Context: an optimization exercise on an open-source flow, tuned for small area, a short achievable clock period and few clock cycles. The choices shown serve that exercise and are no tape-out recipe. Only simulation tests tie the RTL to the original design; equivalence was not proved. Power is estimated from default activity; no workload was simulated.

==> flow/design.v <==
module x16rp_rle (
    input  wire        clk,
    input  wire        rst,
    input  wire        reg_we,
    input  wire [5:0]  reg_addr,
    input  wire [31:0] reg_wdata,
    output reg  [31:0] reg_rdata,
    output wire        mem_req,
    output wire        mem_we,
    output wire [15:0] mem_addr,
    output wire [7:0]  mem_wdata,
    input  wire        mem_ready,
    input  wire [7:0]  mem_rdata,
    output wire        irq
);
    localparam [5:0] A_IDENT = 6'h00, A_CTRL = 6'h01, A_CMD = 6'h02, A_STATUS = 6'h03,
                     A_SRC_BASE = 6'h04, A_SRC_LEN = 6'h05, A_DST_BASE = 6'h06,
                     A_DST_CAP = 6'h07, A_IDX_BASE = 6'h08, A_IDX_CAP = 6'h09,
                     A_PAL_BASE = 6'h0A, A_PAL_COUNT = 6'h0B, A_MAGIC = 6'h0C,
                     A_IN_COUNT = 6'h0D, A_OUT_COUNT = 6'h0E, A_IDX_COUNT = 6'h0F,
                     A_TILE_COUNT = 6'h10, A_ERR_INFO = 6'h11;
    localparam [1:0] OP_LIN = 2'd1, OP_TILE = 2'd2, OP_RLE = 2'd3;
    localparam [3:0] E_CMD = 4'd1, E_WINDOW = 4'd2, E_LEN = 4'd3, E_GEOM = 4'd4,
                     E_DSTOVF = 4'd6, E_IDXOVF = 4'd7, E_ABORT = 4'd8;
    localparam [3:0] S_IDLE = 4'd8, S_GEOM = 4'd9, S_REP = 4'd10, S_HDR = 4'd11, S_RLE = 4'd12;
    reg [10:0] ctrl_lo;
    reg [5:0]  ctrl_mw;
    reg [31:0] src_base, src_len, dst_base, dst_cap;
    reg [31:0] idx_base, idx_cap, pal_base, pal_count, magic;
    reg        st_done, st_err, st_rej, st_padded;
    reg [3:0]  st_errcode;
    reg [31:0] err_info;
    reg [16:0] in_cnt, out_cnt, idx_cnt;
    reg [1:0]  lop;           
    reg [2:0]  tob;           
    reg [3:0]  state;
    wire       busy = (state != S_IDLE);
    reg [1:0]  c_bin;
    reg        c_tw, c_th;
    reg [5:0]  c_mw;
    reg [16:0] rem;           
    reg [15:0] src_ptr;
    reg [15:0] dst_ptr;
    reg [15:0] aux_ptr;       
    reg [16:0] aux_cap;       
    wire [16:0] dcap   = err_info[16:0];
    wire [1:0]  c_bout = err_info[18:17];
    wire        c_idx  = err_info[19];
    wire        c_pad  = err_info[20];
    wire        c_hdr  = err_info[21];
    wire        c_pal  = err_info[22];
    wire        sbig   = err_info[23];
    wire        dbig   = err_info[24];
    wire        abig   = err_info[25];
    reg        rf, rf_first;      
    reg [7:0]  cur, nxt, acc;
    reg        cv, cur_idx, nv, nxt_first;
    reg [2:0]  jx, acc_n;
    reg [3:0]  t_xb, t_ln;
    reg [5:0]  t_col;
    reg [4:0]  d_idx;
    reg [5:0]  d_rem;
    reg        d_f;
    function [3:0] q4;
        input [7:0] n;
        reg [11:0] t;
        begin
            t  = {4'd0, n} * 12'd15 + 12'd135;
            q4 = t[11:8];
        end
    endfunction
    function [7:0] spread;
        input [7:0] x;
        input [1:0] bi, bo;
        begin
            case ({bi, bo})
                4'b00_01: spread = {1'b0, x[7], 1'b0, x[6], 1'b0, x[5], 1'b0, x[4]};
                4'b00_10: spread = {3'b0, x[7], 3'b0, x[6]};
                4'b00_11: spread = {7'b0, x[7]};
                4'b01_10: spread = {2'b0, x[7:6], 2'b0, x[5:4]};
                4'b01_11: spread = {6'b0, x[7:6]};
                4'b10_11: spread = {4'b0, x[7:4]};
                default:  spread = x;
            endcase
        end
    endfunction
    function [3:0] chunk;
        input [7:0] x;
        input [1:0] bi, bo;
        begin
            case ({bi, bo})
                4'b01_00: chunk = {x[6], x[4], x[2], x[0]};
                4'b10_00: chunk = {2'b0, x[4], x[0]};
                4'b10_01: chunk = {x[5:4], x[1:0]};
                4'b11_00: chunk = {3'b0, x[0]};
                4'b11_01: chunk = {2'b0, x[1:0]};
                default:  chunk = x[3:0];
            endcase
        end
    endfunction
    wire        cmd_wr   = reg_we && (reg_addr == A_CMD);
    wire [1:0]  w_op     = reg_wdata[1:0];
    wire        w_valid  = (reg_wdata[31:2] == 30'd0) && (w_op != 2'd0);
    wire        w_nop    = (reg_wdata == 32'd0) || (reg_wdata == 32'd8);
    wire        ev_start = cmd_wr && !busy && w_valid;
    wire        ev_ecmd  = cmd_wr && !busy && !w_valid && !w_nop;
    wire        ev_abort = cmd_wr && busy && (reg_wdata == 32'd8);
    wire        w1c      = reg_we && (reg_addr == A_STATUS);
    wire sbig_w = (|src_base[31:17]) | (|src_len[31:17]) |
                  (src_base[16] & ((|src_base[15:0]) | (|src_len[16:0])));
    wire dbig_w = (|dst_base[31:17]) | (|dst_cap[31:17]) |
                  (dst_base[16] & ((|dst_base[15:0]) | (|dst_cap[16:0])));
    wire ibig_w = (|idx_base[31:17]) | (|idx_cap[31:17]) |
                  (idx_base[16] & ((|idx_base[15:0]) | (|idx_cap[16:0])));
    wire pbig_w = (|pal_base[31:17]) | (|pal_count[31:15]) |
                  (pal_base[16] & ((|pal_base[15:0]) | (|pal_count[14:0])));
    wire        st_pre   = !state[3];
    wire        st_geom  = (state == S_GEOM);
    wire        st_rep   = (state == S_REP);
    wire        st_hdr   = (state == S_HDR);
    wire        st_rle   = (state == S_RLE);
    wire [2:0]  pk       = state[2:0];
    wire        is_tile  = (lop == OP_TILE);
    wire        idx_on   = is_tile && c_idx;
    wire        has_pal  = (lop == OP_RLE) && c_pal;
    wire        expm     = (c_bout >= c_bin);
    wire [1:0]  dd_e     = c_bout - c_bin;      
    wire [1:0]  dd_c     = c_bin - c_bout;      
    wire [2:0]  r_m1     = (3'd1 << dd_e) - 3'd1;
    wire [2:0]  rc_m1    = (3'd1 << dd_c) - 3'd1;
    wire        rd_left  = (rem != 17'd0);
    wire        pal_left = has_pal && (aux_cap != 17'd0);
    wire        dst_full = (out_cnt == dcap);
    wire        idx_full = (idx_cnt == aux_cap);
    wire        has_aux = idx_on || has_pal;
    reg  [16:0] pa, pb;
    always @(*) begin
        case (pk[1:0])
            2'd0:    begin pa = {1'b0, src_ptr}; pb = rem;  end
            2'd1:    begin pa = {1'b0, dst_ptr}; pb = dcap; end
            2'd2:    begin pa = {1'b0, aux_ptr}; pb = aux_cap; end
            default: begin pa = has_pal ? idx_cnt : {1'b0, aux_ptr};
                           pb = has_pal ? {aux_cap[15:0], 1'b0} : aux_cap; end
        endcase
    end
    wire [17:0] psum  = {1'b0, pa} + {1'b0, pb};
    wire        p_gt  = psum[17] | (psum[16] & (|psum[15:0]));
    wire        s_nz  = (rem != 17'd0);
    wire        d_nz  = (dcap != 17'd0);
    wire        a_nz  = (aux_cap != 17'd0);
    wire        pc1   = {2'b0, (pk[1:0] == 2'd0) ? dst_ptr : src_ptr} < psum;
    wire        pc2   = {2'b0, (pk[1:0] == 2'd3) ? dst_ptr : aux_ptr} < psum;
    wire        f_ds  = err_info[26], f_as = err_info[27], f_sd = err_info[28], f_ad = err_info[29];
    wire        p_last = (pk[1:0] == 2'd3) || (pk[1:0] == 2'd1 && !has_aux);
    wire        ov_sd = s_nz & d_nz & f_ds & (has_aux ? f_sd : pc1);
    wire        ov_sa = idx_on & s_nz & a_nz & f_as & pc1;
    wire        ov_da = d_nz & a_nz & f_ad & pc2;
    wire        oob   = (pk[1:0] == 2'd0) ? (sbig | p_gt) : (pk[1:0] == 2'd1) ? (dbig | p_gt) :
                        (pk[1:0] == 2'd3) ? (abig | p_gt) : 1'b0;
    wire        ovl   = p_last && (ov_sd || (pk[1:0] == 2'd3 && (ov_sa || ov_da)));
    wire        pre_fail = st_pre && (oob || ovl);
    wire [7:0]  pre_info = oob ? ((pk[1:0] == 2'd0) ? 8'h01 : (pk[1:0] == 2'd1) ? 8'h02 :
                                  (idx_on ? 8'h03 : 8'h04)) :
                           ov_sd ? 8'h21 : ov_sa ? 8'h31 : (idx_on ? 8'h32 : 8'h42);
    wire        pre_ok   = st_pre && p_last && !pre_fail;
    wire        pre_exit = st_pre && (pre_fail || p_last);
    wire [2:0]  len_msk  = (c_bout == 2'd0) ? 3'd7 : (c_bout == 2'd1) ? 3'd3 :
                           (c_bout == 2'd2) ? 3'd1 : 3'd0;
    wire [2:0]  elen_r   = (rem[2:0] << (2'd3 - c_bin)) & len_msk;
    wire        elen_fail = pre_ok && (lop == OP_LIN) && !c_pad && (elen_r != 3'd0);
    wire [3:0]  g_sh   = 4'd3 + {3'd0, c_tw} + {3'd0, c_th} + {2'd0, c_bin};
    wire [6:0]  g_mapw = {1'b0, c_mw} + 7'd1;
    wire [6:0]  g_t    = {d_rem, rem[d_idx]};
    wire        g_ge   = (g_t >= g_mapw);
    wire [6:0]  g_sub  = g_t - g_mapw;
    wire        g_done = !d_f && (d_idx < {1'b0, g_sh});
    wire [7:0]  g_low  = rem[7:0] & ~(8'hFF << g_sh);
    wire [16:0] g_info = ({11'd0, d_rem} << g_sh) | {9'd0, g_low};
    wire        g_err  = (d_rem != 6'd0) || (g_low != 8'd0);
    wire        geom_fail = ((pre_ok && is_tile) || st_geom) && g_done && g_err;
    wire [2:0]  twb_sh   = {2'b0, c_tw} + {1'b0, c_bin};
    wire [3:0]  twb_m1   = ~(4'hF << twb_sh);                    
    wire [3:0]  th_m1    = {c_th, 3'b111};
    wire [15:0] rowb     = {9'd0, g_mapw} << twb_sh;             
    wire        xb_end   = (t_xb == twb_m1);
    wire        ln_end   = (t_ln == th_m1);
    wire        col_end  = (t_col == c_mw);
    wire        st_line  = is_tile && xb_end && !ln_end;
    wire        st_tile  = is_tile && xb_end && ln_end && !col_end;
    wire [15:0] step_a   = (st_line || st_tile) ? rowb : 16'd0;
    wire [15:0] step_b   = st_line ? ~{12'd0, twb_m1} :
                           st_tile ? ~(rowb << (c_th ? 3'd4 : 3'd3)) : 16'd0;
    wire [15:0] src_next = src_ptr + step_a + step_b + {14'd0, st_tile, !st_tile};
    wire        t_first  = (t_xb == 4'd0) && (t_ln == 4'd0);
    wire        e_last = !cur_idx && (jx == r_m1);
    wire        e_rd   = rd_left && (cv ? (e_last && !rf && !nv) : 1'b1);
    wire        e_wr   = cv && !e_rd;
    wire        c_pads = !cv && !nv && !rd_left && !rf && (acc_n != 3'd0);
    wire        c_rd   = !cv && !nv && rd_left && !(rf && rf_first && idx_on);
    wire        c_wr   = cv || nv;
    wire        tokp   = cv || cur_idx;
    wire        r_rd   = !tokp && !nv && (pal_left || rd_left);
    wire        rd_req = st_rep ? (expm ? e_rd : c_rd) : (st_rle && r_rd);
    wire        wr_req = st_rep ? (expm ? e_wr : c_wr) : (st_hdr || (st_rle && tokp));
    wire        wr_idx = st_rep && (expm ? cur_idx : (!cv && nv));
    wire        rd_pal = st_rle && pal_left;
    wire sel_spread = st_rep && expm && !cur_idx;
    wire sel_idxn   = st_rep && expm && cur_idx;
    wire sel_cur    = st_hdr || (!(st_rep && expm) && cv);
    wire sel_nxt    = !st_hdr && !(st_rep && expm) && !cv && (st_rle || nv);
    assign mem_wdata = ({8{sel_spread}} & spread(cur, c_bin, c_bout)) |
                       ({8{sel_idxn}}   & {4'd0, cur[7:4]}) |
                       ({8{sel_cur}}    & cur) |
                       ({8{sel_nxt}}    & nxt);
    wire full_err = wr_req && (wr_idx ? idx_full : dst_full);
    assign mem_req  = (rd_req | wr_req) & ~full_err;
    assign mem_we   = wr_req;
    assign mem_addr = ((rd_req && rd_pal) || (wr_req && wr_idx)) ? aux_ptr :
                      rd_req ? src_ptr : dst_ptr;
    wire rd_go     = rd_req && mem_ready;
    wire wr_go     = wr_req && !full_err && mem_ready;
    wire src_go    = rd_go && !rd_pal;
    wire pal_go    = rd_go && rd_pal;
    wire dst_go    = wr_go && !wr_idx;
    wire idx_go    = wr_go && wr_idx;
    wire [7:0] acc_new = (acc << (4'd8 >> dd_c)) | {4'd0, chunk(mem_rdata, c_bin, c_bout) & {4{rf}}};
    wire       e_free  = !cv || (wr_go && e_last);
    wire       tok_done = wr_go && !(cv && cur_idx);
    wire       tok_free = !tokp || tok_done;
    wire       src_arr  = rf && !rf_first;
    wire [3:0] r_x      = nv ? t_xb : mem_rdata[3:0];
    wire       r_xv     = nv || src_arr;
    wire       run_act  = jx[0];
    wire       r_brk    = run_act && !(r_x == t_ln && acc != 8'd255);
    wire       r_flush  = !r_xv && !rd_left && !pal_left && !rf && run_act && tok_free;
    wire       r_tok    = (r_xv && r_brk && tok_free) || r_flush;
    wire [7:0] tok_b0   = (acc < 8'd15) ? {acc[3:0], t_ln} : {4'hF, t_ln};
    wire [7:0] tok_b1   = acc - 8'd15;
    wire [3:0] q4_rd    = q4(mem_rdata);
    wire       pal_arr  = rf && rf_first;
    wire e_ok   = !rd_left && !rf && !nv && e_free;
    wire c_ok   = !rd_left && !rf && !nv && (acc_n == 3'd0) && (!cv || wr_go);
    wire r_ok   = !rd_left && !pal_left && !rf && !nv && !run_act && tok_free;
    wire eng_ok = !full_err && ((st_rep && (expm ? e_ok : c_ok)) || (st_rle && r_ok));
    wire eng_err_nab = pre_fail || elen_fail || geom_fail || full_err;
    wire abort_now = ev_abort && !eng_err_nab && !eng_ok;
    wire eng_err = eng_err_nab || abort_now;
    wire [3:0]  eng_code = pre_fail ? E_WINDOW : elen_fail ? E_LEN : geom_fail ? E_GEOM :
                           full_err ? (wr_idx ? E_IDXOVF : E_DSTOVF) : E_ABORT;
    wire [16:0] eng_info = pre_fail ? {9'd0, pre_info} : elen_fail ? {14'd0, elen_r} :
                           geom_fail ? g_info : full_err ? (wr_idx ? idx_cnt : out_cnt) : 17'd0;
    wire act_rep = st_rep && !full_err;
    wire act_rle = st_rle && !full_err;
    wire in_inc = (act_rep && (expm ? (e_free && (nv || rf)) : rf)) ||
                  (act_rle && ((src_arr && (!tokp || tok_done)) || (nxt_first && tok_done)));
    wire [3:0]  tob_sh   = {1'b0, tob} + 4'd3;
    wire [16:0] tile_cnt = (lop == OP_TILE) ? (out_cnt >> tob_sh) : 17'd0;
    always @(*) begin
        case (reg_addr)
            A_IDENT:      reg_rdata = 32'h0000_0001;
            A_CTRL:       reg_rdata = {10'd0, ctrl_mw, 5'd0, ctrl_lo};
            A_STATUS:     reg_rdata = {23'd0, st_padded, st_errcode, st_rej, st_err, st_done, busy};
            A_SRC_BASE:   reg_rdata = src_base;
            A_SRC_LEN:    reg_rdata = src_len;
            A_DST_BASE:   reg_rdata = dst_base;
            A_DST_CAP:    reg_rdata = dst_cap;
            A_IDX_BASE:   reg_rdata = idx_base;
            A_IDX_CAP:    reg_rdata = idx_cap;
            A_PAL_BASE:   reg_rdata = pal_base;
            A_PAL_COUNT:  reg_rdata = pal_count;
            A_MAGIC:      reg_rdata = magic;
            A_IN_COUNT:   reg_rdata = {15'd0, in_cnt};
            A_OUT_COUNT:  reg_rdata = {15'd0, out_cnt};
            A_IDX_COUNT:  reg_rdata = {15'd0, idx_cnt};
            A_TILE_COUNT: reg_rdata = {15'd0, tile_cnt};
            A_ERR_INFO:   reg_rdata = err_info;
            default:      reg_rdata = 32'd0;
        endcase
    end
    assign irq = ctrl_lo[10] & (st_done | st_err);
    wire [31:0] wd_r = reg_wdata & {32{~rst}};
    always @(posedge clk) begin
        if ((reg_we && reg_addr == A_CTRL) || rst) begin
            ctrl_lo <= wd_r[10:0]; ctrl_mw <= wd_r[21:16];
        end
        if ((reg_we && reg_addr == A_SRC_BASE)  || rst) src_base  <= wd_r;
        if ((reg_we && reg_addr == A_SRC_LEN)   || rst) src_len   <= wd_r;
        if ((reg_we && reg_addr == A_DST_BASE)  || rst) dst_base  <= wd_r;
        if ((reg_we && reg_addr == A_DST_CAP)   || rst) dst_cap   <= wd_r;
        if ((reg_we && reg_addr == A_IDX_BASE)  || rst) idx_base  <= wd_r;
        if ((reg_we && reg_addr == A_IDX_CAP)   || rst) idx_cap   <= wd_r;
        if ((reg_we && reg_addr == A_PAL_BASE)  || rst) pal_base  <= wd_r;
        if ((reg_we && reg_addr == A_PAL_COUNT) || rst) pal_count <= wd_r;
        if ((reg_we && reg_addr == A_MAGIC)     || rst) magic     <= wd_r;
    end
    wire ev_err   = busy && eng_err;
    wire ev_ok    = busy && eng_ok;
    wire cnt_clr  = rst || ev_ecmd || ev_start;
    wire pad_done = act_rep && !expm && cv && nxt_first && wr_go;
    always @(posedge clk) begin
        st_done <= !rst && (ev_ok || (st_done && !(w1c && reg_wdata[1]) && !ev_start && !ev_ecmd));
        st_err  <= !rst && (ev_err || ev_ecmd || (st_err && !(w1c && reg_wdata[2]) && !ev_start));
        st_rej  <= !rst && ((cmd_wr && busy && !w_nop) || (st_rej && !(w1c && reg_wdata[3])));
        st_padded <= !rst && (pad_done || (st_padded && !ev_start && !ev_ecmd));
        if (rst || ev_start || ev_ecmd || ev_err)
            st_errcode <= (rst || ev_start) ? 4'd0 : ev_ecmd ? E_CMD : eng_code;
        if (rst || ev_start || ev_ecmd || ev_err || ev_ok)
            err_info   <= rst ? 32'd0 :
                          ev_start ? {6'd0, (w_op[0] ? pbig_w : ibig_w), dbig_w, sbig_w,
                                      ctrl_lo[9:6], ctrl_lo[3:2], dst_cap[16:0]} :
                          ev_ecmd ? reg_wdata : ev_err ? {15'd0, eng_info} : 32'd0;
        if (cnt_clr || in_inc)
            in_cnt <= cnt_clr ? 17'd0 : in_cnt + 17'd1;
        if (cnt_clr || dst_go)
            out_cnt <= cnt_clr ? 17'd0 : out_cnt + 17'd1;
        if (cnt_clr || pre_exit || (st_pre && pk[1:0] == 2'd2) || idx_go)
            idx_cnt <= (cnt_clr || pre_exit) ? 17'd0 : st_pre ? psum[16:0] : idx_cnt + 17'd1;
        if (st_pre && !pre_exit && !pk[1]) begin
            if (pk[0]) begin
                err_info[28] <= pc1; err_info[29] <= pc2;
            end else begin
                err_info[26] <= pc1; err_info[27] <= pc2;
            end
        end
        if (rst)
            lop <= 2'd0;
        else if (ev_start)
            lop <= w_op;
        if (ev_start) begin
            tob  <= {2'd0, ctrl_lo[4]} + {2'd0, ctrl_lo[5]} + {1'b0, ctrl_lo[3:2]};
        end
    end
    always @(posedge clk) begin
        if (rst)
            state <= S_IDLE;
        else if (!busy)
            state <= ev_start ? 4'd0 : S_IDLE;
        else if (eng_err || eng_ok)
            state <= S_IDLE;
        else if (st_pre)
            state <= !p_last ? ((pk[1:0] == 2'd1 && !has_pal) ? 4'd3 : {2'b0, pk[1:0] + 2'd1}) :
                     (lop == OP_RLE) ? (c_hdr ? S_HDR : S_RLE) :
                     (is_tile && !g_done) ? S_GEOM : S_REP;
        else if (st_geom && g_done)
            state <= S_REP;
        else if (st_hdr && wr_go && t_col[1:0] == 2'd3)
            state <= S_RLE;
        d_f <= rst || (!busy && reg_we && (reg_addr == A_CTRL || reg_addr == A_SRC_LEN)) ||
               (busy && !st_pre && !st_geom);
        if (d_f) begin
            d_idx <= 5'd16;
            d_rem <= 6'd0;
        end else if (!g_done) begin
            d_idx <= d_idx - 5'd1;
            d_rem <= g_ge ? g_sub[5:0] : g_t[5:0];
        end
    end
    always @(posedge clk) begin
        if (!busy) begin
            c_bin <= ctrl_lo[1:0];
            c_tw <= ctrl_lo[4]; c_th <= ctrl_lo[5];
            c_mw <= ctrl_mw;
        end
        if (!busy || src_go) begin
            rem     <= busy ? rem - 17'd1 : src_len[16:0];
            src_ptr <= busy ? src_next : src_base[15:0];
        end
        if (!busy || dst_go)
            dst_ptr <= busy ? dst_ptr + 16'd1 : dst_base[15:0];
        if (!busy || idx_go || pal_go)
            aux_ptr <= busy ? aux_ptr + 16'd1 : (reg_wdata[0] ? pal_base[15:0] : idx_base[15:0]);
        if (!busy || (pal_go && acc_n == 3'd2))
            aux_cap <= busy ? aux_cap - 17'd1 : (reg_wdata[0] ? {2'd0, pal_count[14:0]} : idx_cap[16:0]);
    end
    always @(posedge clk) begin
        if (!busy) begin
            rf <= 1'b0;
            cv <= 1'b0; cur_idx <= 1'b0; nv <= 1'b0; nxt_first <= 1'b0;
            jx <= 3'd0; acc_n <= 3'd0;
            cur <= magic[7:0]; nxt <= magic[15:8]; acc <= magic[23:16];
            t_ln <= reg_wdata[0] ? magic[31:28] : 4'd0;
            t_xb <= reg_wdata[0] ? magic[27:24] : 4'd0;
            t_col <= 6'd0;
        end else begin
            rf <= rd_go;
            if (rd_go)
                rf_first <= st_rle ? rd_pal : t_first;
            if (src_go && is_tile) begin
                t_xb <= xb_end ? 4'd0 : t_xb + 4'd1;
                if (xb_end) begin
                    t_ln <= ln_end ? 4'd0 : t_ln + 4'd1;
                    if (ln_end)
                        t_col <= col_end ? 6'd0 : t_col + 6'd1;
                end
            end
            if (act_rep && expm) begin
                if (wr_go) begin
                    if (cur_idx)
                        cur_idx <= 1'b0;
                    else begin
                        jx  <= e_last ? 3'd0 : jx + 3'd1;
                        cur <= cur << (4'd8 >> dd_e);
                    end
                end
                if (e_free) begin
                    if (nv || rf) begin
                        cur     <= nv ? nxt : mem_rdata;
                        cur_idx <= (nv ? nxt_first : rf_first) && idx_on;
                    end
                    cv <= nv || rf;
                    nv <= 1'b0;
                end else if (rf) begin
                    nxt <= mem_rdata; nv <= 1'b1; nxt_first <= rf_first;
                end
            end
            if (act_rep && !expm) begin
                if (wr_go) begin
                    if (cv)
                        cv <= 1'b0;
                    else
                        nv <= 1'b0;
                end
                if (rf || c_pads) begin
                    if (acc_n == rc_m1) begin
                        cur <= acc_new; cv <= 1'b1; acc_n <= 3'd0;
                        nxt_first <= c_pads;
                    end else begin
                        acc <= acc_new; acc_n <= acc_n + 3'd1;
                    end
                    if (rf && rf_first && idx_on) begin
                        nv <= 1'b1; nxt <= {4'd0, mem_rdata[7:4]};
                    end
                end
            end
            if (st_hdr && wr_go) begin
                cur <= nxt; nxt <= acc; acc <= {t_ln, t_xb};
                t_col[1:0] <= t_col[1:0] + 2'd1;
            end
            if (act_rle) begin
                if (wr_go) begin
                    if (cv) cv <= 1'b0;
                    else    cur_idx <= 1'b0;
                end
                if (pal_go)
                    acc_n <= (acc_n == 3'd2) ? 3'd0 : acc_n + 3'd1;
                if (pal_arr) begin
                    if (acc_n == 3'd1)
                        acc[3:0] <= q4_rd;
                    else if (acc_n == 3'd2)
                        acc[7:4] <= q4_rd;
                    else begin
                        cur <= {acc[7:4], q4_rd}; nxt <= {4'd0, acc[3:0]};
                        cv <= 1'b1; cur_idx <= 1'b1;
                    end
                end
                if (src_arr && tokp && !tok_done)
                    nxt_first <= 1'b1;
                else if (tok_done)
                    nxt_first <= 1'b0;
                if (r_tok) begin
                    cur <= tok_b0; nxt <= tok_b1;
                    cv <= 1'b1; cur_idx <= (acc >= 8'd15);
                end
                if (r_xv) begin
                    if (!run_act || r_brk && tok_free) begin
                        jx[0] <= 1'b1; t_ln <= r_x; acc <= 8'd0;
                    end else if (!r_brk)
                        acc <= acc + 8'd1;
                    nv <= r_brk && !tok_free;
                    if (r_brk && !tok_free)
                        t_xb <= r_x;
                end else if (r_flush)
                    jx[0] <= 1'b0;
            end
        end
    end
endmodule
==> flow/run.sh <==
#!/bin/bash
# synth_recipe.tcl (not shown) runs the flow's synth.tcl, then flattens the netlist and writes it again
# the make line also repeats each setting of config.mk as NAME=value (left out here)
make -C /OpenROAD-flow-scripts/flow DESIGN_CONFIG=/design/flow/config.mk WORK_HOME=/design/flow/orfs CLKGATE_MAP_FILE= SYNTH_SCRIPT=/design/flow/synth_recipe.tcl finish
==> flow/config.mk <==
export PLATFORM = sky130hd
export DESIGN_NAME = x16rp_rle
export DESIGN_NICKNAME = x16rp_rle
export VERILOG_FILES = /design/flow/design.v
export SDC_FILE = /design/flow/constraint.sdc
export NUM_CORES = 4
export LEC_CHECK = 0
export CAP_MARGIN = 20
export CORE_MARGIN = 2
export CORE_UTILIZATION = 60
export PLACE_DENSITY = 0.75
export SETUP_SLACK_MARGIN = 5
export SLEW_MARGIN = 20
==> flow/constraint.sdc <==
create_clock -name core_clock -period 12.0 [get_ports {clk}]
set_input_delay 2.4000 -clock core_clock [delete_from_list [all_inputs] [get_ports {clk}]]
set_output_delay 2.4000 -clock core_clock [all_outputs]
set_load 0.01 [all_outputs]
==> flow_summary.yaml, run 1 <==
setup_path:
  critPathKind: "reg -> out"
  critPathMaxFanout: 10
  worstSetupStartpointType: "flip-flop"
  cp.required_ps: 9600
  crit_buf_inv: 5
  cp_common_cell: "buf_4"
  path_cells: "buf_4, inv_1, ha_1, fa_2, nor4b_4, o21ai_2, buf_4, a211o_1, o211a_4, a21oi_4, buf_12, nor2_1, a21oi_1, clkdlybuf4s50_1"
  cp_slowest_stage_delay_ps: 650
  reg2reg_slack_ps: 5080
  path_delay_family: "compound AO/OA/AOI/OAI gates"
  worst_ep_arrival_time_ps: 4720
  crit_slowest_cell: "fa_2"
  endpoint_kind: "primary output"
  r2r_end: "idx_cnt[10]"
  r2r.worst_path.cells: 25
  worstReg2RegStart: "state[0]"
pwr:
  comb_power_share: 0.212
  p_per_area_nw_per_um2: 136
  p_sw_frac: 0.330
  vdd_drop_max_v: 0.000136
  p_sw_uw: 1890
  p_leak_uw: 0.0154
  pwr-share-clk: 0.335
  pwr-share-seq: 0.453
  internal_power_uw: 3840
logic_synthesis:
  synth_area_per_cell_um2: 9.78
  ys.flop_type: "edfxtp_1"
  ys_async_sr_fraction: 0
  syn_area_um2: 37300
  synth_cell_types: 101
  synth_seq_cells: 559
  ys_seq_area_frac: 0.430
  synth_fp_nets: 4034
  syn_inst: 3809
  synth-edff-count: 484
  ys_warn_count: 1
route:
  via_count: 35400
  drtPass1Iterations: 11
  drc_errors: 0
  via_per_inst: 7.48
  wl_per_cell_um: 34.2
  ant_nets: 0
  drtIter0Drc: 7332
  routed_wl_mm: 162
timing:
  setup_tns_ps: 0
  max_freq_mhz: 140
  worst_pin_slew_ps: 1330
  hold_viol_final: 0
  rsz0062_at_grt: "true"
  maxSlewHeadroom: 0.109
  period_share: 0.593
  slew_viol_final: 0
  clock_skew_ps: 74.0
  setup_violations: 0
  fin_crit_ps: 7120
global_route:
  grt_pass1_vias: 32100
  grt_pass1_wl_mm: 228
  track_usage: 0.495
  antenna_found_initial: 12
  grt_max_degree: 73
  gr-total-overflow: 0
job:
  cap_violations: 0
clocking:
  holdBufCountCts: 0
  numCtsBuffers: 59
  cts_htree_levels: 2
  tritoncts: "built"
  path_clk_slew_ps: 60
  clk_path_buf_depth: 3
  clk_latency_ps: 700
  clock-sinks: 559
  root_buffer: "clkbuf_16"
cells_and_area:
  drive_gt1_frac: 0.113
  n_fill_cell: 4630
  syn_to_final_growth_pct: 13.4
  multi_input_area_um2: 20400
  stdcell_area_um2: 42200
  regArea_um2: 16000
  nets: 4060
place:
  place_congestion: 1.09
  dp_hpwl_mm: 119
  io_buffers: 108
  dpl-instance-area_um2: 38900
min_path:
  holdPathStages: 2
  hp-start: "t_col[5]"
  hold_path_class: "reg -> reg"
  min_to: "t_col[5]"
floorplan:
  fp-row-count: 91
  die_h_um: 253
  core_um2: 61600
  initial_core_util: 0.605
  die_x_um: 253
  die-area_um2: 64100
  ios: 109
status:
  status: "complete, no violations"
[cells by family (layout without fill, tap and decap cells)]
family          Yosys count  after routing  share of synthesized area
simple gates           1255           1256                      0.164
mux                     210            210                     0.0612
xor+xnor                198            198                     0.0465
compound gates         1030           1031                      0.192
other cells               0              6                          0
fa+ha+maj               177            177                     0.0662
buf+inv                 380            452                     0.0398
flops                   559            559                      0.430
[power groups by stage]
| stage | clock network, uW | registers (uW) | logic, uW |
|---|---|---|---|
| floorplan | 0 | 2420 | 812 |
| global placement | 0 | 2610 | 1100 |
| detailed placement | 0 | 2610 | 1110 |
| CTS | 1900 | 2560 | 1140 |
| global route | 1970 | 2590 | 1300 |
| finish | 1920 | 2600 | 1220 |
[placed cells by master, fill, tap and decap left out, drive strengths merged, types with 15 or more instances in the layout]
cell type and n:
edfxtp 484, nor2 402, nand2 265, a21oi 234
o21ai 200, mux2i 157, ha 141, buf 138
a22oi 136, nand3 122, xor2 103, inv 96
xnor2 95, nor4 94, nor3 77, clkbuf 76
dfxtp 75, nand4 74, clkdlybuf4s50 69, a211oi 63
nor2b 62, and3 44, mux2 43, a22o 41
a221oi 41, a222oi 39, a21o 37, a31oi 34
fa 34, clkinv 28, or3 21, a221o 20
and2 18, dlymetal6s2s 17, a211o 16, o31ai 16
o22ai 15
[routing by layer]
metal  routed length [um]  GRT usage  vias to the layer above
li1                     -          -                    14600
met1                57000      0.660                    16800
met4                10800      0.254                       12
met2                64800      0.684                     3390
met5                  151    0.00849                        -
met3                28900      0.207                      629
[worst max path at each step]
stage,endpoint,cells past startpoint,slack [ps],startpoint
6_report,mem_addr[10],14,4880,err_info[17]
5_1_grt,mem_addr[10],14,4840,err_info[17]
4_1_cts,mem_addr[14],16,4940,c_bin[0]
3_5_place_dp,idx_cnt[4],24,3600,state[0]
3_3_place_gp,idx_cnt[9],24,3700,state[0]
2_1_floorplan,err_info[0],26,5090,lop[1]
[worst register-to-register path, cell delays in order, from the launching register on]
cell	delay, ps
dfxtp_2	410
inv_1	100
ha_2	300
buf_12	230
a22oi_1	420
o21ai_0	150
ha_1	270
fa_1	490
a211o_1	320
a211oi_1	290
o21ai_0	200
a21oi_1	270
nor2b_2	140
ha_1	290
and3_1	160
and3_1	200
inv_1	50
o21a_1	180
a211oi_1	310
a211oi_2	90
buf_4	180
o31ai_4	380
nand3_4	210
o21ai_4	290
nand2_4	200
a221o_4	500
[flip-flops by register name, indices dropped and copies added (netlist names), 8 cells and up]
name	count
dst_base	32
dst_cap	32
err_info	32
idx_base	32
idx_cap	32
magic	32
pal_base	32
pal_count	32
src_base	32
src_len	32
aux_cap	17
idx_cnt	17
in_cnt	17
out_cnt	17
rem	17
aux_ptr	16
dst_ptr	16
src_ptr	16
ctrl_lo	11
acc	8
cur	8
nxt	8
[area by class of cell]
cell class,count,share of cell area
Timing Repair Buffer,242,0.0557
Clock buffer,75,0.0373
Tap cell,837,0.0248
Sequential cell,559,0.380
Antenna cell,6,0.000355
Inverter,101,0.00909
Multi-Input combinational cell,2872,0.483
Clock inverter,34,0.00998
[cells in the mapped netlist (12+ instances only)]
cell type | n | area [um^2]
a21o_1 | 37 | 278
nor3_1 | 76 | 380
o21ai_1 | 23 | 115
inv_1 | 96 | 360
and2_1 | 18 | 113
a211oi_2 | 12 | 150
a211o_1 | 16 | 140
edfxtp_1 | 484 | 14500
or3_1 | 21 | 131
fa_1 | 34 | 681
or4_1 | 12 | 90.1
nand3_1 | 120 | 601
nand2b_1 | 14 | 87.6
dfxtp_1 | 75 | 1500
buf_1 | 28 | 105
clkbuf_1 | 229 | 860
xor2_1 | 103 | 902
xnor2_1 | 95 | 832
o31ai_1 | 15 | 113
mux2i_1 | 157 | 1570
a211oi_1 | 51 | 383
nor4_1 | 92 | 576
o21ai_0 | 176 | 881
o22ai_1 | 15 | 93.8
nor2b_1 | 62 | 388
and3_1 | 43 | 269
o21a_1 | 13 | 97.6
a31oi_1 | 34 | 213
a22o_1 | 41 | 359
mux2_2 | 43 | 484
a222oi_1 | 39 | 390
a221o_1 | 20 | 200
nand4_1 | 73 | 457
buf_2 | 15 | 75.1
nor2_1 | 400 | 1500
ha_1 | 141 | 1760
a22oi_1 | 135 | 1010
a21oi_1 | 230 | 1150
nand2_1 | 264 | 991
a221oi_1 | 41 | 359
[repair_timing]
action | 4_1_cts | 5_1_grt
endpoints found under the hold margin | 0 | 0
cloned | 4 | 0
gates resized for setup | 136 | 82
setup endpoints to repair | 160 | 140
pin swaps | 24 | 18
buffers inserted | 39 | 20
[stage by stage]
stage               instances  setup WS (ps)   util  total power (uW)  hold slack [ps]
finish                   4726           4880  0.686              5740              498
global route             4720           4840  0.686              5860              512
global placement         4548           3700  0.632              3710              467
floorplan                3809           5090      -              3230              426
CTS                      4700           4940  0.678              5610              501
detailed placement       4548           3600  0.632              3720              465
Testbench counts, summed over its fixed seeds: cycles 150,180.
==> run 2, diff against run 1 <==
--- a/flow/design.v
+++ b/flow/design.v
@@ -133,33 +133,32 @@
     wire        dst_full = (out_cnt == dcap);
     wire        idx_full = (idx_cnt == aux_cap);
     wire        has_aux = idx_on || has_pal;
-    reg  [16:0] pa, pb;
-    always @(*) begin
-        case (pk[1:0])
-            2'd0:    begin pa = {1'b0, src_ptr}; pb = rem;  end
-            2'd1:    begin pa = {1'b0, dst_ptr}; pb = dcap; end
-            2'd2:    begin pa = {1'b0, aux_ptr}; pb = aux_cap; end
-            default: begin pa = has_pal ? idx_cnt : {1'b0, aux_ptr};
-                           pb = has_pal ? {aux_cap[15:0], 1'b0} : aux_cap; end
-        endcase
-    end
+    wire        pk_s  = (pk == 3'd0) || (pk == 3'd6);
+    wire        pk_d  = (pk == 3'd1) || (pk == 3'd5);
+    wire        pk_a  = (pk == 3'd3) || (pk == 3'd4);
+    wire [16:0] pa    = pk_s ? {1'b0, src_ptr} : pk_d ? {1'b0, dst_ptr} :
+                        (pk_a && has_pal) ? idx_cnt : {1'b0, aux_ptr};
+    wire [16:0] pb    = pk_s ? rem : pk_d ? dcap :
+                        (pk_a && has_pal) ? {aux_cap[15:0], 1'b0} : aux_cap;
     wire [17:0] psum  = {1'b0, pa} + {1'b0, pb};
     wire        p_gt  = psum[17] | (psum[16] & (|psum[15:0]));
     wire        s_nz  = (rem != 17'd0);
     wire        d_nz  = (dcap != 17'd0);
     wire        a_nz  = (aux_cap != 17'd0);
-    wire        pc1   = {2'b0, (pk[1:0] == 2'd0) ? dst_ptr : src_ptr} < psum;
-    wire        pc2   = {2'b0, (pk[1:0] == 2'd3) ? dst_ptr : aux_ptr} < psum;
-    wire        f_ds  = err_info[26], f_as = err_info[27], f_sd = err_info[28], f_ad = err_info[29];
-    wire        p_last = (pk[1:0] == 2'd3) || (pk[1:0] == 2'd1 && !has_aux);
-    wire        ov_sd = s_nz & d_nz & f_ds & (has_aux ? f_sd : pc1);
-    wire        ov_sa = idx_on & s_nz & a_nz & f_as & pc1;
-    wire        ov_da = d_nz & a_nz & f_ad & pc2;
-    wire        oob   = (pk[1:0] == 2'd0) ? (sbig | p_gt) : (pk[1:0] == 2'd1) ? (dbig | p_gt) :
-                        (pk[1:0] == 2'd3) ? (abig | p_gt) : 1'b0;
-    wire        ovl   = p_last && (ov_sd || (pk[1:0] == 2'd3 && (ov_sa || ov_da)));
+    wire [15:0] pl    = (pk == 3'd0 || pk == 3'd4) ? dst_ptr :
+                        (pk == 3'd1 || pk == 3'd3) ? src_ptr : aux_ptr;
+    wire        pc    = psum[16] | (pl < psum[15:0]);
+    wire        f_ds  = err_info[26], f_sa = err_info[27], f_sd = err_info[28],
+                f_da  = err_info[29], f_ad = err_info[30];
+    wire        p_last = (pk == 3'd6) || (pk == 3'd1 && !has_aux);
+    wire        ov_sd = s_nz & d_nz & f_ds & (has_aux ? f_sd : pc);
+    wire        ov_sa = idx_on & s_nz & a_nz & f_sa & pc;
+    wire        ov_da = d_nz & a_nz & f_da & f_ad;
+    wire        oob   = (pk == 3'd0) ? (sbig | p_gt) : (pk == 3'd1) ? (dbig | p_gt) :
+                        (pk == 3'd3) ? (abig | p_gt) : 1'b0;
+    wire        ovl   = p_last && (ov_sd || (pk == 3'd6 && (ov_sa || ov_da)));
     wire        pre_fail = st_pre && (oob || ovl);
-    wire [7:0]  pre_info = oob ? ((pk[1:0] == 2'd0) ? 8'h01 : (pk[1:0] == 2'd1) ? 8'h02 :
+    wire [7:0]  pre_info = oob ? ((pk == 3'd0) ? 8'h01 : (pk == 3'd1) ? 8'h02 :
                                   (idx_on ? 8'h03 : 8'h04)) :
                            ov_sd ? 8'h21 : ov_sa ? 8'h31 : (idx_on ? 8'h32 : 8'h42);
     wire        pre_ok   = st_pre && p_last && !pre_fail;
@@ -313,14 +312,17 @@
             in_cnt <= cnt_clr ? 17'd0 : in_cnt + 17'd1;
         if (cnt_clr || dst_go)
             out_cnt <= cnt_clr ? 17'd0 : out_cnt + 17'd1;
-        if (cnt_clr || pre_exit || (st_pre && pk[1:0] == 2'd2) || idx_go)
+        if (cnt_clr || pre_exit || (st_pre && pk == 3'd2) || idx_go)
             idx_cnt <= (cnt_clr || pre_exit) ? 17'd0 : st_pre ? psum[16:0] : idx_cnt + 17'd1;
-        if (st_pre && !pre_exit && !pk[1]) begin
-            if (pk[0]) begin
-                err_info[28] <= pc1; err_info[29] <= pc2;
-            end else begin
-                err_info[26] <= pc1; err_info[27] <= pc2;
-            end
+        if (st_pre && !pre_exit) begin
+            case (pk)
+                3'd0: err_info[26] <= pc;
+                3'd1: err_info[28] <= pc;
+                3'd3: err_info[27] <= pc;
+                3'd4: err_info[29] <= pc;
+                3'd5: err_info[30] <= pc;
+                default: ;
+            endcase
         end
         if (rst)
             lop <= 2'd0;
@@ -338,7 +340,7 @@
         else if (eng_err || eng_ok)
             state <= S_IDLE;
         else if (st_pre)
-            state <= !p_last ? ((pk[1:0] == 2'd1 && !has_pal) ? 4'd3 : {2'b0, pk[1:0] + 2'd1}) :
+            state <= !p_last ? ((pk == 3'd1 && !has_pal) ? 4'd3 : {1'b0, pk + 3'd1}) :
                      (lop == OP_RLE) ? (c_hdr ? S_HDR : S_RLE) :
                      (is_tile && !g_done) ? S_GEOM : S_REP;
         else if (st_geom && g_done)
==> flow/flow/run.sh (new file) <==
#!/bin/bash
set -euo pipefail
bash standard.sh SETUP_SLACK_MARGIN=5.7 finish > standard.log 2>&1
==> flow/standard.sh (new file) <==
#!/bin/bash
# synth_recipe.tcl (not shown) runs the flow's synth.tcl, then flattens the netlist and writes it again
# the make line also repeats each setting of config.mk as NAME=value (left out here)
make -C /OpenROAD-flow-scripts/flow DESIGN_CONFIG=/design/flow/config.mk WORK_HOME=/design/flow/orfs CLKGATE_MAP_FILE= SYNTH_SCRIPT=/design/flow/synth_recipe.tcl "${@:-finish}"
--- a/flow/config.mk
+++ b/flow/config.mk
@@ -9,5 +9,4 @@
 export CORE_MARGIN = 2
 export CORE_UTILIZATION = 60
 export PLACE_DENSITY = 0.75
-export SETUP_SLACK_MARGIN = 5
 export SLEW_MARGIN = 20
removed: flow/run.sh
==> flow_summary.yaml, run 2 <==
timing:
  setup_violations: 0
  hold_viol_final: 0
  slew_viol_final: 0
  period_share: 0.563
  max_freq_mhz: 148
  rsz0062_at_grt: "true"
  clock_skew_ps: 67.8
  worst_pin_slew_ps: 1280
  maxSlewHeadroom: 0.148
  setup_tns_ps: 0
  fin_crit_ps: 6750
setup_path:
  worst_ep_arrival_time_ps: 7120
  crit_slowest_cell: "edfxtp_1"
  r2r_end: "err_info[11]"
  r2r.worst_path.cells: 27
  reg2reg_slack_ps: 5250
  critPathKind: "reg -> reg"
  endpoint_kind: "flip-flop"
  cp.required_ps: 12360
  worstReg2RegStart: "err_info[22]"
  critPathMaxFanout: 9
  critPathCapture: "err_info[11]"
  crit_start: "err_info[22]"
  cp_slowest_stage_delay_ps: 540
  worstSetupStartpointType: "flip-flop"
cells_and_area:
  multi_input_area_um2: 21000
  stdcell_area_um2: 44600
  n_fill_cell: 4172
  final_cell_mix: "483 x edfxtp_1, 336 x nor2_1, 312 x nand2_1"
  final_common_cell: "edfxtp_1"
  regArea_um2: 16000
  syn_to_final_growth_pct: 21.3
  nets: 4241
  drive_gt1_frac: 0.190
route:
  routed_wl_mm: 174
  via_per_inst: 7.72
  ant_nets: 0
  via_count: 37600
  drc_errors: 0
  wl_per_cell_um: 35.8
  drtPass1Iterations: 11
  drtIter0Drc: 8670
logic_synthesis:
  ys_async_sr_fraction: 0
  yosysTopAreaCell: "edfxtp_1"
  ys.flop_type: "edfxtp_1"
  synth_common_cells: "483 x edfxtp_1, 362 x nor2_1, 322 x nand2_1"
  synth_most_common_cell: "edfxtp_1"
  syn_area_um2: 36700
  synth_seq_cells: 559
  synth.area.top_cells: "edfxtp_1 39%, mux2i_1 4.5%, ha_1 4.4%"
  synth-edff-count: 483
  synth_cell_types: 94
  synth_fp_nets: 4029
  synth_top_area_frac: 0.395
  syn_inst: 3815
  ys_seq_area_frac: 0.436
  ys_warn_count: 1
  synth_area_per_cell_um2: 9.63
clocking:
  path_clk_slew_ps: 70
  tritoncts: "built"
  clk_path_buf_depth: 3
  cts_htree_levels: 2
  holdBufCountCts: 0
  root_buffer: "clkbuf_16"
  numCtsBuffers: 58
  clk_latency_ps: 700
  clock-sinks: 559
pwr:
  p_leak_uw: 0.0164
  p_per_area_nw_per_um2: 130
  vdd_drop_max_v: 0.000157
global_route:
  track_usage: 0.520
  grt_pass1_wl_mm: 237
  antenna_found_initial: 16
  gr-total-overflow: 0
  grt_pass1_vias: 33100
  grt_max_degree: 91
job:
  cap_violations: 0
place:
  dpl-instance-area_um2: 38500
  place_congestion: 1.11
  io_buffers: 108
  dp_hpwl_mm: 119
floorplan:
  die-area_um2: 63200
  initial_core_util: 0.608
  die_h_um: 251
  core_um2: 60500
  fp-row-count: 90
  ios: 109
  die_x_um: 251
status:
  status: "complete, no violations"
min_path:
  hold_path_class: "reg -> reg"
run 2: per-stage QoR:
step	power, uW	util	setup WS (ps)	instances	hold slack, ps
after floorplan	3170	-	5700	3815	426
after detailed placement	3660	0.636	3660	4513	461
after global routing	5890	0.736	5020	4859	501
after CTS	5580	0.711	5490	4778	473
after global placement	3650	0.636	3740	4513	463
final	5800	0.737	5250	4869	481
run 2: cell families (layout without fill, tap and decap cells):
logic type      after synthesis  after routing  synth area share
mux                         199            199            0.0578
flops                       559            559             0.436
compound gates             1041           1046             0.187
xor+xnor                    203            203            0.0484
other cells                   0             10                 0
simple gates               1277           1281             0.168
fa+ha+maj                   165            165            0.0631
buf+inv                     371            624            0.0390
run 2: area by class of cell:
type,count,share of cell area
multi-input cells,2894,0.472
well taps,782,0.0220
flip-flops and latches,559,0.360
clock buffers,76,0.0359
repair buffers,407,0.0910
clock inverters,34,0.00885
inverters,107,0.00941
diodes,10,0.000562
run 2: how the worst min path moves through the flow:
stage                     from       end  slack, ps  cells past startpoint
global route        ctrl_lo[0]  c_bin[0]        500                      0
global placement    ctrl_mw[5]   c_mw[5]        460                      0
CTS                 ctrl_lo[0]  c_bin[0]        470                      0
finish              ctrl_lo[0]  c_bin[0]        480                      0
floorplan           ctrl_lo[0]  c_bin[0]        430                      0
detailed placement  ctrl_mw[5]   c_mw[5]        460                      0
run 2: timing repair:
item / 4_1_cts / 5_1_grt
pin swaps: 93 / 110
gates cloned: 19 / 8
buffers inserted: 136 / 73
setup endpoints to repair: 176 / 166
resized for setup: 521 / 198
endpoints found under the hold margin: 0 / 0
run 2: where the power goes:
part | leakage [uW] | switching [uW] | total (uW) | internal [uW]
logic | 0.0101 | 750 | 1240 | 492
clock network | 0.000951 | 864 | 1920 | 1060
registers | 0.00541 | 343 | 2640 | 2290
total | 0.0164 | 1960 | 5800 | 3840
run 2: metal layers:
metal	GRT usage	share of wire	up-vias	wire length, um
li1	-	-	14900	-
met1	0.671	0.33	17500	58000
met4	0.314	0.093	14	16200
met3	0.229	0.19	1139	32400
met2	0.719	0.39	4084	67400
met5	0	0.00092	-	161
run 2: critical path: cells and delay by family (launching register included):
family	cells	cell delay (ps)
AO/OA/AOI/OAI	8	1760
AND/OR/NAND/NOR	12	2630
buffers and inverters	4	620
adder cells (fa/ha/maj)	2	660
multiplexers	1	210
flip-flops	1	540
Testbench counts of run 2, summed over its fixed seeds: cycles 150,286.
==> run 3, diff against run 2 <==
==> flow/run.sh (new file) <==
#!/bin/bash
# synth_recipe.tcl (not shown) runs the flow's synth.tcl, then flattens the netlist and writes it again
# the make line also repeats each setting of config.mk as NAME=value (left out here)
make -C /OpenROAD-flow-scripts/flow DESIGN_CONFIG=/design/flow/config.mk WORK_HOME=/design/flow/orfs CLKGATE_MAP_FILE= SYNTH_SCRIPT=/design/flow/synth_recipe.tcl finish
--- a/flow/config.mk
+++ b/flow/config.mk
@@ -8,5 +8,8 @@
 export CAP_MARGIN = 20
 export CORE_MARGIN = 2
 export CORE_UTILIZATION = 60
+export CTS_CLUSTER_DIAMETER = 120
+export CTS_CLUSTER_SIZE = 20
 export PLACE_DENSITY = 0.75
+export SETUP_SLACK_MARGIN = 5
 export SLEW_MARGIN = 20
removed: flow/flow/run.sh
removed: flow/standard.sh
==> flow_summary.yaml, run 3 <==
status:
  status: "complete, no violations"
setup_path:
  worst_ep_arrival_time_ps: 4690
  critPathKind: "in -> out"
  endpoint_kind: "primary output"
  critPathMaxFanout: 16
  worstSetupStartpointType: "input port"
  cp.required_ps: 9600
timing:
  hold_viol_final: 0
  slew_viol_final: 0
  rsz0062_at_grt: "true"
  maxSlewHeadroom: 0.106
  setup_violations: 0
  clock_skew_ps: 32.8
  fin_crit_ps: 7090
  max_freq_mhz: 141
  worst_pin_slew_ps: 1340
  period_share: 0.591
  setup_tns_ps: 0
cells_and_area:
  layout.cells.non_filler: 4643
  syn_to_final_growth_pct: 11.3
  final_cell_mix: "483 x edfxtp_1, 342 x nor2_1, 316 x nand2_1"
  final_common_cell: "edfxtp_1"
  nets: 4044
  drive_gt1_frac: 0.0909
pwr:
  total_power_uw: 4980
  vdd_drop_max_v: 0.000140
  p_per_area_nw_per_um2: 122
  p_leak_uw: 0.0148
place:
  dp_hpwl_mm: 117
  dp.cells: 4501
  place_congestion: 1.11
  io_buffers: 108
logic_synthesis:
  ys_warn_count: 1
  synth-edff-count: 483
  syn_area_um2: 36700
  synth.area.top_cells: "edfxtp_1 39%, mux2i_1 4.5%, ha_1 4.4%"
  synth_fp_nets: 4029
  yosysTopAreaCell: "edfxtp_1"
  synth_cell_types: 94
  ys_async_sr_fraction: 0
  ys_seq_area_frac: 0.436
  syn_inst: 3815
  ys.flop_type: "edfxtp_1"
  synth_area_per_cell_um2: 9.63
  synth_most_common_cell: "edfxtp_1"
  synth_top_area_frac: 0.395
  synth_common_cells: "483 x edfxtp_1, 362 x nor2_1, 322 x nand2_1"
  synth_seq_cells: 559
global_route:
  grt_max_degree: 95
  track_usage: 0.490
  gr-total-overflow: 0
  grt_pass1_vias: 31500
  grt_pass1_wl_mm: 224
  antenna_found_initial: 12
route:
  routed_wl_mm: 160
  via_count: 35400
  via_per_inst: 7.62
  drtIter0Drc: 7289
  drc_errors: 0
  ant_nets: 0
  wl_per_cell_um: 34.4
  drtPass1Iterations: 10
floorplan:
  die_h_um: 251
  ios: 109
  die_x_um: 251
  die-area_um2: 63200
  core_um2: 60500
  fp-row-count: 90
  initial_core_util: 0.608
clocking:
  clock-sinks: 559
  cts_htree_levels: 2
  clk_latency_ps: 610
  clk_path_buf_depth: 3
  tritoncts: "built"
  numCtsBuffers: 34
  holdBufCountCts: 0
  root_buffer: "clkbuf_16"
  path_clk_slew_ps: 90
min_path:
  hold_path_class: "reg -> reg"
job:
  cap_violations: 0
-- run 3: cell counts after synthesis --
No cell type changed its count.
-- run 3: logic make-up after synthesis --
family | Yosys count | synth area share
mux | 199 | 0.0578
xor+xnor | 203 | 0.0484
compound gates | 1041 | 0.187
flops | 559 | 0.436
fa+ha+maj | 165 | 0.0631
buf+inv | 371 | 0.0390
simple gates | 1277 | 0.168
-- run 3: per-layer routing --
| layer | vias up | track usage | wire length [um] |
|---|---|---|---|
| met5 | - | 0 | 69 |
| met4 | 10 | 0.259 | 11500 |
| met3 | 707 | 0.192 | 28400 |
| met2 | 3555 | 0.674 | 63500 |
| met1 | 16700 | 0.664 | 56400 |
| li1 | 14400 | - | - |
-- run 3: critical path: stages --
cell,delay [ps]
clkdlybuf4s15_2,250
nor3_4,330
nand2_4,160
buf_4,180
nor2_4,130
buf_12,200
a22oi_1,140
and3_1,230
nand2_1,90
clkdlybuf4s50_1,550
-- run 3: final timing paths --
check	startpoint	end	slack, ps	cells past startpoint
worst max register to register	state[1]	err_info[14]	5120	29
worst max-delay path	reg_addr[4]	reg_rdata[15]	4910	10
worst min register to register	ctrl_mw[5]	c_mw[5]	470	0
worst min-delay path	ctrl_mw[5]	c_mw[5]	470	0
-- run 3: cell type report --
class | instances | area (um^2)
Antenna cell | 12 | 30.0
Clock buffer | 50 | 911
Clock inverter | 5 | 58.8
Fill cell | 4683 | 19600
Inverter | 107 | 410
Multi-Input combinational cell | 2892 | 20000
Sequential cell | 559 | 16000
Tap cell | 782 | 978
Timing Repair Buffer | 236 | 2460
-- run 3: repair_timing --
action | CTS | global route
gates cloned | 7 | 7
endpoints found under the hold margin | 0 | 0
endpoints found under the setup margin | 161 | 148
resized for setup | 137 | 83
buffers inserted | 39 | 22
pin swaps | 25 | 14
-- run 3: metrics by stage --
| stage | hold slack (ps) | util | worst slack (ps) | area, um^2 |
|---|---|---|---|---|
| 2_1_floorplan | 426 | - | 5010 | 36700 |
| 3_3_place_gp | 443 | 0.634 | 3560 | 38300 |
| 3_5_place_dp | 450 | 0.634 | 3310 | 38300 |
| 4_1_cts | 465 | 0.666 | 5000 | 40300 |
| 5_1_grt | 489 | 0.676 | 4860 | 40900 |
| 6_report | 471 | 0.676 | 4910 | 40900 |
-- run 3: report_power, final --
part           leakage [uW]  switching [uW]  total [uW]  internal (uW)
Clock              0.000465             700        1240            539
Sequential          0.00541             320        2610           2290
Combinational       0.00897             692        1130            437
==> run 4, diff against run 3 <==
--- a/flow/config.mk
+++ b/flow/config.mk
@@ -9,7 +9,7 @@
 export CORE_MARGIN = 2
 export CORE_UTILIZATION = 60
 export CTS_CLUSTER_DIAMETER = 120
-export CTS_CLUSTER_SIZE = 20
+export CTS_CLUSTER_SIZE = 22
 export PLACE_DENSITY = 0.75
 export SETUP_SLACK_MARGIN = 5
 export SLEW_MARGIN = 20
==> flow_summary.yaml, run 4 <==
clocking:
  clk_path_buf_depth: 3
  root_buffer: "clkbuf_16"
  clock-sinks: 559
  clk_latency_ps: 670
  cts_htree_levels: 1
  holdBufCountCts: 0
  tritoncts: "built"
  numCtsBuffers: 29
  path_clk_slew_ps: 110
timing:
  whs_ps: 504
  clock_skew_ps: 35.3
  setup_tns_ps: 0
  max_freq_mhz: 141
  worst_pin_slew_ps: 1370
  setup_violations: 0
  period_share: 0.589
  maxSlewHeadroom: 0.0859
  rsz0062_at_grt: "true"
  layout_setup_ws_ps: 4930
  fin_crit_ps: 7070
  slew_viol_final: 0
  hold_viol_final: 0
route:
  route.met3.wl_mm: 27.9
  wl_per_cell_um: 34.1
  drtIter0Drc: 7269
  via_per_inst: 7.55
  via_count: 35000
  drtPass1Iterations: 9
  drc_errors: 0
  routed_wl_mm: 158
  highest-signal-layer: "met5"
  wl_met2_mm: 63.0
  ant_nets: 0
  wl_met1_mm: 56.0
setup_path:
  endpoint_kind: "primary output"
  critPathMaxFanout: 21
  reg2reg_slack_ps: 5180
  critPathKind: "in -> out"
  cp.required_ps: 9600
  worstSetupStartpointType: "input port"
  worst_ep_arrival_time_ps: 4670
floorplan:
  die_x_um: 251
  core_um2: 60500
  fp-row-count: 90
  ios: 109
  initial_core_util: 0.608
  die-area_um2: 63200
  die_h_um: 251
logic_synthesis:
  synth_fp_nets: 4029
  ys_warn_count: 1
  synth_cell_types: 94
  syn_area_um2: 36700
  ys_async_sr_fraction: 0
  synth.area.top_cells: "edfxtp_1 39%, mux2i_1 4.5%, ha_1 4.4%"
  synth-edff-count: 483
  synth_common_cells: "483 x edfxtp_1, 362 x nor2_1, 322 x nand2_1"
  ys_seq_area_frac: 0.436
  synth_seq_cells: 559
  yosysTopAreaCell: "edfxtp_1"
  ys.flop_type: "edfxtp_1"
  syn_inst: 3815
  synth_top_area_frac: 0.395
  synth_most_common_cell: "edfxtp_1"
  synth_area_per_cell_um2: 9.63
cells_and_area:
  drive_gt1_frac: 0.0898
  syn_to_final_growth_pct: 10.9
  final_cell_mix: "483 x edfxtp_1, 342 x nor2_1, 316 x nand2_1"
  postLayoutCoreUtil: 0.674
  stdcell_area_um2: 40800
  final_common_cell: "edfxtp_1"
  nets: 4036
place:
  place_congestion: 1.11
  dp_hpwl_mm: 117
  dpl-instance-area_um2: 38300
  io_buffers: 108
  place_ws_ps: 3310
status:
  status: "complete, no violations"
job:
  cap_violations: 0
global_route:
  gr-total-overflow: 0
  grt_pass1_wl_mm: 223
  grt_pass1_vias: 31300
  antenna_found_initial: 12
  grt_max_degree: 95
  track_usage: 0.486
pwr:
  p_leak_uw: 0.0148
  p_per_area_nw_per_um2: 120
  vdd_drop_max_v: 0.000150
min_path:
  hold_path_class: "reg -> reg"
## run 4: cell type report
class,instances,area (um^2)
multi-input cells,2891,20000
flip-flops and latches,559,16000
diodes,11,27.5
repair buffers,234,2410
inverters,107,414
clock buffers,49,802
well taps,782,978
fillers,4723,19700
clock inverters,4,66.3
## run 4: kinds of logic after synthesis
| family | count (synthesis) | share of synthesized area |
|---|---|---|
| and+or+nand+nor | 1277 | 0.168 |
| AOI/OAI and AO/OA | 1041 | 0.187 |
| DFF | 559 | 0.436 |
| buffers and inverters | 371 | 0.0390 |
| xor gates and xnor gates | 203 | 0.0484 |
| muxes | 199 | 0.0578 |
| adders and majority gates | 165 | 0.0631 |
## run 4: critical path, stage by stage
cell and delay [ps]:
clkdlybuf4s15_2 250, nor3_4 340, nand2b_4 190, nor2_4 150, buf_8 250, a222oi_1 150
and3_1 210, nand4_1 140, clkdlybuf4s50_1 580
## run 4: final timing paths
kind,to,depth (start not counted),start
max,reg_rdata[11],9,reg_addr[4]
min,state[0],2,state[0]
max reg2reg,err_info[7],31,state[0]
min reg2reg,state[0],2,state[0]
## run 4: metrics by stage
stage,total power [uW],instances
finish,4890,4637
CTS,4780,4598
detailed placement,3650,4501
floorplan,3170,3815
global placement,3640,4501
global route,5000,4626
## run 4: report_power, final
part	switching, uW	total, uW	internal (uW)	leakage (uW)
Sequential	318	2610	2290	0.00541
Clock	668	1150	485	0.000425
Combinational	690	1130	436	0.00898
## run 4: timing repair
action | CTS | global route
buffers inserted | 38 | 23
gates cloned | 6 | 5
pin swaps | 24 | 14
resized for setup | 142 | 81
endpoints found under the setup margin | 161 | 143
## run 4: metal layers
metal  up-vias  global-route usage
met5         -                   0
met4        10               0.241
met3       654               0.189
met2      3451               0.677
met1     16500               0.660
li1      14400                   -

-- afterwards: timing with drivers on the ports --
The results above use ideal ports. As a check the final layouts listed here were re-extracted and re-timed, cells and wires unchanged. Step 1 sets driving cells, clkbuf_16 on the clock port and buf_2 on the other inputs (assumed; they add their load-dependent delay and slew). Step 2, shift: input delay + t, output delay - t, t = (earliest + latest rising clock arrival at the registers) / 2. This alone moves slack from input paths to output paths. a / b / c = no drivers / after step 1 / after step 2; a / b = the first two.
run	t (ns)	setup WS [ns]	worst setup path after step 2	worst data-port slew with drivers (ns)
run 1	0.730	4.879 / 4.813 / 4.422	input to register	0.11
run 2	0.731	5.245 / 5.245 / 5.061	input to register	0.06
run 3	0.659	4.907 / 4.886 / 4.534	input to register	0.04
run 4	0.716	4.931 / 4.910 / 4.529	input to register	0.04
After both steps setup and hold are still met in every run listed. The setup slack of run 1, which loses most, moves by -0.066 ns with the drivers and by -0.457 ns with both steps.
